What follows belongs to an exercise in optimizing a design on an open flow for small area, a short achievable clock period and few clock cycles per item; a production flow would make more cautious choices.
Only simulation tests tie the RTL to the original design; equivalence was not proved.

==> inputs of wip/onyx <==
Design pfc_pixel_encoder, start of the top module:
module pfc_pixel_encoder (
    input  wire        clk,
    input  wire        rst,         
    input  wire        in_valid,
    output wire        in_ready,
    input  wire [23:0] in_color,    
    input  wire [7:0]  in_bright,
    output wire        out_valid,
    input  wire        out_ready,
    output wire [7:0]  out_data,
    output wire        out_last     
);
==> module pfc_pixel_encoder, before the edit <==
module pfc_pixel_encoder (
    input  wire        clk,
    input  wire        rst,         
    input  wire        in_valid,
    output wire        in_ready,
    input  wire [23:0] in_color,    
    input  wire [7:0]  in_bright,
    output wire        out_valid,
    input  wire        out_ready,
    output wire [7:0]  out_data,
    output wire        out_last     
);
    function [7:0] scale_lane;
        input [7:0] c;
        input [7:0] b;
        reg   [15:0] prod;
        reg   [15:0] quot;
        begin
            prod       = c * b;
            quot       = prod / 16'd255;
            scale_lane = quot[7:0];
        end
    endfunction
    function [7:0] encode_pair;
        input [1:0] pair;
        reg   [4:0] m0;
        reg   [4:0] m1;
        reg   [8:0] hi;
        begin
            m0          = pair[0] ? 5'b10000 : 5'b11110;
            m1          = pair[1] ? 5'b10000 : 5'b11110;
            hi          = {m0, 4'b0000};
            encode_pair = hi[7:0] | {4'b0000, m1[4:1]};
        end
    endfunction
    wire [23:0] scaled = {scale_lane(in_color[23:16], in_bright),
                          scale_lane(in_color[15:8],  in_bright),
                          scale_lane(in_color[7:0],   in_bright)};
    reg  [23:0] packed_q;    
    reg  [3:0]  byte_idx;    
    reg         full;        
    wire last_byte = (byte_idx == 4'd11);
    wire out_fire  = full & out_ready;
    wire in_fire   = in_valid & in_ready;
    assign in_ready  = ~full | (out_ready & last_byte);
    assign out_valid = full;
    assign out_last  = last_byte;
    reg [1:0] cur_pair;
    always @(*) begin
        case (byte_idx)
            4'd0:    cur_pair = packed_q[23:22];
            4'd1:    cur_pair = packed_q[21:20];
            4'd2:    cur_pair = packed_q[19:18];
            4'd3:    cur_pair = packed_q[17:16];
            4'd4:    cur_pair = packed_q[15:14];
            4'd5:    cur_pair = packed_q[13:12];
            4'd6:    cur_pair = packed_q[11:10];
            4'd7:    cur_pair = packed_q[9:8];
            4'd8:    cur_pair = packed_q[7:6];
            4'd9:    cur_pair = packed_q[5:4];
            4'd10:   cur_pair = packed_q[3:2];
            default: cur_pair = packed_q[1:0];
        endcase
    end
    assign out_data = encode_pair(cur_pair);
    always @(posedge clk) begin
        if (rst) begin
            full     <= 1'b0;
            byte_idx <= 4'd0;
            packed_q <= 24'd0;
        end else begin
            if (out_fire) begin
                if (last_byte) begin
                    full     <= 1'b0;
                    byte_idx <= 4'd0;
                end else begin
                    byte_idx <= byte_idx + 4'd1;
                end
            end
            if (in_fire) begin
                packed_q <= scaled;
                byte_idx <= 4'd0;
                full     <= 1'b1;
            end
        end
    end
endmodule
==> flow/config.mk <==
export PLATFORM = sky130hd
export DESIGN_NAME = pfc_pixel_encoder
export DESIGN_NICKNAME = pfc_pixel_encoder
export VERILOG_FILES = /design/flow/design.v
export SDC_FILE = /design/flow/constraint.sdc
export NUM_CORES = 4
export LEC_CHECK = 0
export CAP_MARGIN = 20
export CORE_MARGIN = 2
export CORE_UTILIZATION = 40
export SLEW_MARGIN = 20
==> flow/constraint.sdc <==
create_clock -name core_clock -period 15.0 [get_ports {clk}]
set_input_delay 3.0000 -clock core_clock [delete_from_list [all_inputs] [get_ports {clk}]]
set_output_delay 3.0000 -clock core_clock [all_outputs]
set_load 0.01 [all_outputs]
run.sh (not shown) runs the stock make flow with config.mk's settings and CLKGATE_MAP_FILE= SYNTH_SCRIPT=/design/flow/synth_recipe.tcl, a recipe that flattens the netlist after the stock synthesis.
==> wip/quartz (differences from wip/onyx) <==
==> flow/design.v (replaced) <==
module pfc_pixel_encoder (
    input  wire        clk,
    input  wire        rst,         
    input  wire        in_valid,
    output wire        in_ready,
    input  wire [23:0] in_color,    
    input  wire [7:0]  in_bright,
    output wire        out_valid,
    input  wire        out_ready,
    output wire [7:0]  out_data,
    output wire        out_last     
);
    reg  [3:0]  fpos;       
    reg  [21:0] s_q;        
    reg  [1:0]  top_n;      
    reg  [7:0]  p_q;        
    reg  [7:0]  b_q;        
    reg  [1:0]  c_q;        
    reg  [1:0]  c11_q;      
    reg         cact;       
    reg         tk;         
    reg         ovalid;     
    reg         ovalid_o;   
    reg         last_q;     
    reg         irdy;       
    wire [1:0] lane = fpos[3:2];
    wire [1:0] step = fpos[1:0];
    wire f0  = (fpos == 4'd0);
    wire f10 = lane[1] & (step == 2'd2);
    wire f11 = lane[1] & (step == 2'd3);
    wire shift = ovalid ? out_ready : (~f0 | in_valid | tk);
    wire take  = irdy & in_valid;
    wire ld    = shift & in_valid & (f0 | (cact & ~f11));
    wire [7:0] c_lane = lane[1] ? in_color[7:0] : lane[0] ? in_color[15:8] : in_color[23:16];
    wire [1:0] c_sel  = c_lane[2 * step +: 2];
    wire       lane_start = (step == 2'd1);
    wire [1:0] cp   = f0 ? c11_q : c_q;
    wire [7:0] base = lane_start ? 8'd0 : p_q;
    wire [9:0] t    = {2'b00, base}
                    + (cp[0] ? {2'b00, b_q} : 10'd0)
                    + (cp[1] ? {1'b0, b_q, 1'b0} : 10'd0);
    wire [7:0] xl   = {s_q[1:0], s_q[3:2], s_q[5:4], s_q[7:6]};
    wire [8:0] cy;
    assign cy[0] = 1'b1;
    genvar i;
    generate
        for (i = 0; i < 8; i = i + 1) begin : g_conv
            assign cy[i+1] = (p_q[i] ^ xl[i]) ? cy[i] : p_q[i];
        end
    endgenerate
    wire [7:0] q = p_q + {7'd0, cy[8]};
    always @(posedge clk) begin
        if (rst) begin
            fpos   <= 4'd0;
            cact   <= 1'b0;
            tk     <= 1'b0;
            ovalid <= 1'b0;
            ovalid_o <= 1'b0;
            last_q <= 1'b1;
            irdy   <= 1'b0;
        end else begin
            if (shift) begin
                fpos   <= f11 ? 4'd0 : fpos + 4'd1;
                last_q <= f11;
                if (f0) begin
                    ovalid <= tk;
                    ovalid_o <= tk;
                    tk     <= 1'b0;
                end
            end
            if (ld & f0)
                cact <= 1'b1;
            if (ld & f10)
                irdy <= 1'b1;
            if (take) begin
                cact <= 1'b0;
                tk   <= 1'b1;
                irdy <= 1'b0;
            end
        end
    end
    always @(posedge clk) begin
        if (ld) begin
            c_q <= c_sel;
            b_q <= in_bright;
        end
        if (take)
            c11_q <= in_color[7:6];
        if (shift) begin
            p_q <= t[9:2];
            top_n <= ~s_q[21:20];
            if (lane_start)
                s_q <= {s_q[19:8], q, t[1:0]};
            else
                s_q <= {s_q[19:0], t[1:0]};
        end
    end
    assign in_ready  = irdy;
    assign out_valid = ovalid_o;
    assign out_last  = last_q;
    assign out_data  = {{3{top_n[0]}}, 2'b01, {3{top_n[1]}}};
endmodule
==> flow/flow/run.sh (new file) <==
#!/bin/bash
export BUFFER_PORTS_ARGS="-buffer_cell sky130_fd_sc_hd__buf_1"
export SETUP_SLACK_MARGIN=10.9
export CTS_ARGS="-repair_clock_nets -dont_use_dummy_load"
bash standard.sh > standard.log 2>&1
==> flow/standard.sh (new file) <==
#!/bin/bash
# synth_recipe.tcl (not shown) runs the flow's synth.tcl, then flattens the netlist and writes it again
# the make line also repeats each setting of config.mk as NAME=value (left out here)
make -C /OpenROAD-flow-scripts/flow DESIGN_CONFIG=/design/flow/config.mk WORK_HOME=/design/flow/orfs CLKGATE_MAP_FILE= SYNTH_SCRIPT=/design/flow/synth_recipe.tcl "${@:-finish}"
- CORE_UTILIZATION: 40 -> 70
- PLACE_DENSITY: unset -> 0.85
removed: flow/run.sh
==> comparison table <==
item	wip/onyx	wip/quartz
Outcome	timing/DRC/antenna clean	timing/DRC/antenna clean
Post-layout util	42.9%	80.7%
Sequential cells	29	53
Mapped cell area	14400 um^2	2940 um^2
1st-pass router iterations	6	4
Highest fanout seen on the critical path	24	21
Multi-input gate count	1588	165
Required time of the worst setup path	15.19 ns	15.18 ns
Critical path capture point	packed_q[0]	fpos[2]
Startpoint of the lowest-slack hold path	packed_q[6]	s_q[10]
Placement Rows	69	23
Total via count after detailed routing	13.8k	2076
Routed WL	39.5 mm	5.88 mm
Initial drt markers	977	184
Number of flip-flops in the largest register	24	22
Share of synthesized area occupied by flip-flops and latches	4.03%	51.0%
Number of inverters outside the clock class in the layout	166	21
Reg2reg end	packed_q[8]	p_q[5]
Detail Placement HPWL	31.9 mm	4.33 mm
Number of fill cells in the layout	3690	241
CLK BUF	7	5
Synthesized-area fraction occupied by adder cells	25.2%	11.8%
Detailed-route wire length per cell	17.2 um	17.1 um
Testbench counts of wip/onyx, summed over its fixed seeds: cycles 24,592, items 2,048.
Testbench counts of wip/quartz, summed over its fixed seeds: cycles 24,688, items 2,048.

==> what the ideal ports hide <==
No port has a modelled driver above. Below, the same layouts with a new extraction and two added sets of constraints. Step 1, drivers: a clkbuf_16 drives clk and a buf_2 each remaining input, both assumed. Step 2, shift: input delay + t, output delay - t, t = (earliest + latest rising clock arrival at the registers) / 2. This alone moves slack from input paths to output paths. a / b / c = no drivers / after step 1 / after step 2; a / b = the first two.
| run | t, ns | setup WS [ns] | worst register clock-pin slew, ns | worst slew at a driven data input, ns |
|---|---|---|---|---|
| wip/onyx | 0.301 | 1.522 / 1.532 / 1.231 | 0.05 / 0.05 | 0.04 |
| wip/quartz | 0.327 | 11.015 / 11.024 / 10.698 | 0.09 / 0.09 | 0.04 |
After both steps every run listed still meets setup and hold. The setup slack of wip/quartz, which loses most, moves by +0.009 ns with the drivers and by -0.317 ns with both steps.
